Source: an optimization exercise on an open RTL-to-GDS flow (aim: small area, a short achievable clock period and few clock cycles). Production flows keep margins and buffers that such runs may drop.
In this exercise RTL edits were held to simulation tests only and were not proved equivalent to the original.
Power and IR drop assume default switching activity.

== willow ==
==> module obc_scr, before the edit <==
module obc_scr (
    input  wire       clk,
    input  wire       rst,
    input  wire       do_seed,    
    input  wire       do_step,    
    input  wire [7:0] imm,
    input  wire       gen,        
    output wire       bit_out
);
    reg  [6:0] lfsr;
    wire       fb = lfsr[6] ^ lfsr[3];
    assign bit_out = fb ^ (imm[0] & ~gen);
    always @(posedge clk) begin
        if (rst)
            lfsr <= 7'd0;
        else if (do_seed)
            lfsr <= imm[6:0];
        else if (do_step)
            lfsr <= {lfsr[5:0], fb};
    end
endmodule
==> module obc_map, before the edit <==
module obc_map (
    input  wire       clk,
    input  wire       rst,
    input  wire       do_cfg,     
    input  wire       do_bit,     
    input  wire       do_end,     
    input  wire [1:0] mod_in,
    input  wire       b,
    output wire       idle,       
    output wire       emit,       
    output reg  [7:0] lvl         
);
    reg [1:0] mod;
    reg [2:0] fill;
    reg [4:0] acc;
    reg [5:0] g;                  
    integer   n;
    assign idle = (fill == 3'd0);
    assign emit = (mod == 2'd0) ? 1'b1 :
                  (mod == 2'd1) ? (fill == 3'd1) :
                  (mod == 2'd2) ? (fill == 3'd3) : (fill == 3'd5);
    always @(*) begin
        for (n = 0; n < 5; n = n + 1)
            g[n] = (fill == n) ? b : acc[n];
        g[5] = b;
    end
    function [3:0] l1(input x);
        l1 = x ? 4'sd1 : -4'sd1;
    endfunction
    function [3:0] l2(input x0, input x1);
        case ({x0, x1})
            2'b00: l2 = -4'sd3;
            2'b01: l2 = -4'sd1;
            2'b10: l2 = 4'sd3;
            default: l2 = 4'sd1;
        endcase
    endfunction
    function [3:0] l3(input x0, input x1, input x2);
        case ({x0, x1, x2})
            3'b000: l3 = -4'sd7;
            3'b001: l3 = -4'sd5;
            3'b010: l3 = -4'sd1;
            3'b011: l3 = -4'sd3;
            3'b100: l3 = 4'sd7;
            3'b101: l3 = 4'sd5;
            3'b110: l3 = 4'sd1;
            default: l3 = 4'sd3;
        endcase
    endfunction
    always @(*) begin
        case (mod)
            2'd0: lvl = {4'd0, l1(g[0])};
            2'd1: lvl = {l1(g[1]), l1(g[0])};
            2'd2: lvl = {l2(g[2], g[3]), l2(g[0], g[1])};
            default: lvl = {l3(g[3], g[4], g[5]), l3(g[0], g[1], g[2])};
        endcase
    end
    always @(posedge clk) begin
        if (do_bit)
            for (n = 0; n < 5; n = n + 1)
                if (fill == n)
                    acc[n] <= b;
    end
    always @(posedge clk) begin
        if (rst) begin
            mod  <= 2'd0;
            fill <= 3'd0;
        end else if (do_cfg) begin
            if (idle)
                mod <= mod_in;
        end else if (do_end) begin
            fill <= 3'd0;
        end else if (do_bit) begin
            fill <= emit ? 3'd0 : fill + 3'd1;
        end
    end
endmodule
==> module obc_crc, before the edit <==
module obc_crc (
    input  wire        clk,
    input  wire        rst,
    input  wire        do_init,    
    input  wire        do_byte,    
    input  wire [7:0]  data,
    output wire [31:0] crc_out     
);
    reg [31:0] crcn;
    function [31:0] tab(input [7:0] idx);
        integer k;
        reg [31:0] t;
        begin
            t = 32'd0;
            if (idx[0]) t = t ^ 32'h77073096;
            if (idx[1]) t = t ^ 32'hEE0E612C;
            if (idx[2]) t = t ^ 32'h076DC419;
            if (idx[3]) t = t ^ 32'h0EDB8832;
            if (idx[4]) t = t ^ 32'h1DB71064;
            if (idx[5]) t = t ^ 32'h3B6E20C8;
            if (idx[6]) t = t ^ 32'h76DC4190;
            if (idx[7]) t = t ^ 32'hEDB88320;
            tab = t;
        end
    endfunction
    wire [31:0] crc = ~crcn;
    assign crc_out = crcn;
    always @(posedge clk) begin
        if (rst || do_init)
            crcn <= 32'd0;
        else if (do_byte)
            crcn <= ~(tab(crc[7:0] ^ data) ^ {8'h00, crc[31:8]});
    end
endmodule
==> flow/config.mk <==
export PLATFORM = sky130hd
export DESIGN_NAME = ofdm_bit_core
export DESIGN_NICKNAME = ofdm_bit_core
export VERILOG_FILES = /design/flow/design.v
export SDC_FILE = /design/flow/constraint.sdc
export NUM_CORES = 4
export LEC_CHECK = 0
export CAP_MARGIN = 20
export CORE_AREA = 2.3 2.72 167.68 167.68
export CTS_CLUSTER_DIAMETER = 100
export CTS_CLUSTER_SIZE = 25
export DIE_AREA = 0 0 170.0 170.0
export PLACE_DENSITY = 0.8
export SLEW_MARGIN = 20
export SYNTH_MEMORY_MAX_BITS = 16384
==> flow/constraint.sdc <==
create_clock -name core_clock -period 16.0 [get_ports {clk}]
set_input_delay 3.2000 -clock core_clock [delete_from_list [all_inputs] [get_ports {clk}]]
set_output_delay 3.2000 -clock core_clock [all_outputs]
set_load 0.01 [all_outputs]
standard.sh (not shown) runs the stock make flow with config.mk's settings and CLKGATE_MAP_FILE= SYNTH_SCRIPT=/design/flow/synth_recipe.tcl, a recipe that flattens the netlist after the stock synthesis.
==> flow/flow/run.sh <==
#!/bin/bash
# The standard layout, with the port buffers made from the smallest buffer
# cell instead of the flow's default choice; repair may still upsize them.
set -euo pipefail
export BUFFER_PORTS_ARGS="-buffer_cell sky130_fd_sc_hd__buf_1"
bash standard.sh > standard_flow.log 2>&1
Testbench counts of willow, summed over its fixed seeds: cycles 35,835.
## Diff of input files: sierra against willow
diff --git a/flow/design.v b/flow/design.v
--- a/flow/design.v
+++ b/flow/design.v
@@ -12,10 +12,6 @@
     assign bit_out = fb ^ (imm[0] & ~gen);
     always @(posedge clk) begin
-        if (rst)
-            lfsr <= 7'd0;
-        else if (do_seed)
-            lfsr <= imm[6:0];
-        else if (do_step)
-            lfsr <= {lfsr[5:0], fb};
+        if (rst | do_seed | do_step)
+            lfsr <= (do_seed ? imm[6:0] : {lfsr[5:0], fb}) & {7{~rst}};
     end
 endmodule
@@ -321,16 +317,10 @@
                     acc[n] <= b;
     end
+    wire clr = rst | do_end | (do_bit & emit);
     always @(posedge clk) begin
-        if (rst) begin
-            mod  <= 2'd0;
-            fill <= 3'd0;
-        end else if (do_cfg) begin
-            if (idle)
-                mod <= mod_in;
-        end else if (do_end) begin
-            fill <= 3'd0;
-        end else if (do_bit) begin
-            fill <= emit ? 3'd0 : fill + 3'd1;
-        end
+        if (rst | (do_cfg & idle))
+            mod <= mod_in & {2{~rst}};
+        if (clr | do_bit)
+            fill <= (fill + 3'd1) & {3{~clr}};
     end
 endmodule
@@ -362,9 +352,8 @@
     wire [31:0] crc = ~crcn;
     assign crc_out = crcn;
+    wire clr = rst | do_init;
     always @(posedge clk) begin
-        if (rst || do_init)
-            crcn <= 32'd0;
-        else if (do_byte)
-            crcn <= ~(tab(crc[7:0] ^ data) ^ {8'h00, crc[31:8]});
+        if (clr | do_byte)
+            crcn <= ~(tab(crc[7:0] ^ data) ^ {8'h00, crc[31:8]}) & {32{~clr}};
     end
 endmodule
--- outcome ---
- From willow to sierra the numbers moved as follows: design area went down, clock-buffer cell count went down by 1, maximum frequency from static timing analysis decreased about 0.43%, mean post-synth cell area higher, share of synthesized area spent on multiplexers saw little to no change.
- Sort sierra and willow by slack of the worst reg-to-reg path, descending, and willow comes first.
- For sierra, the launch point of the critical path was u_ilv.buffer[97], unlike willow, where it was lo[8].
- A most common cell after layout, fill and taps aside of buf_1 is what willow shows, while edfxtp_1 belongs to sierra.
- Going from willow to sierra, the total nets after synthesis was found to have gone down by 112.
- Reported for sierra and willow, final count of negative-setup-slack endpoints turned out identical to the last digit.
- NOTE clock group total power willow->sierra decreased slightly
- Compared to willow, sierra has synthesized cell count 110 lower.
- Relative to willow, routed wire length has increased by 670 µm in sierra.
- Between sierra and willow, fraction of layout cells with a size suffix above 1 is lower for willow, sierra comes in above that.
- sierra completed every stage of the flow, and the final layout passed the timing, DRC and antenna checks.
Testbench counts of sierra, summed over its fixed seeds: cycles 35,835.

## what the ideal ports hide
The flow's constraints put no driver on any port. The routed layouts listed below were extracted and timed again, unchanged, in two steps. Step 1, drivers: a clkbuf_16 drives clk and a buf_2 each remaining input, both assumed. Step 2 times the ports against the registers' clock, not the clock port: input delays grow and output delays shrink by t, the midpoint of the rising clock arrivals with the driver on. a / b / c = ideal / step 1 / step 2; a / b = the first two.
| run | shift t [ns] | setup WS [ns] | latest minus earliest clock arrival (ns) |
|---|---|---|---|
| willow | 0.581 | 11.666 / 11.616 / 11.513 | 0.025 / 0.025 |
| sierra | 0.585 | 11.647 / 11.597 / 11.129 | 0.021 / 0.021 |
After both steps setup and hold are still met in every run listed. For sierra, which loses most, drivers alone change the setup slack by -0.050 ns; drivers and shift together by -0.518 ns.
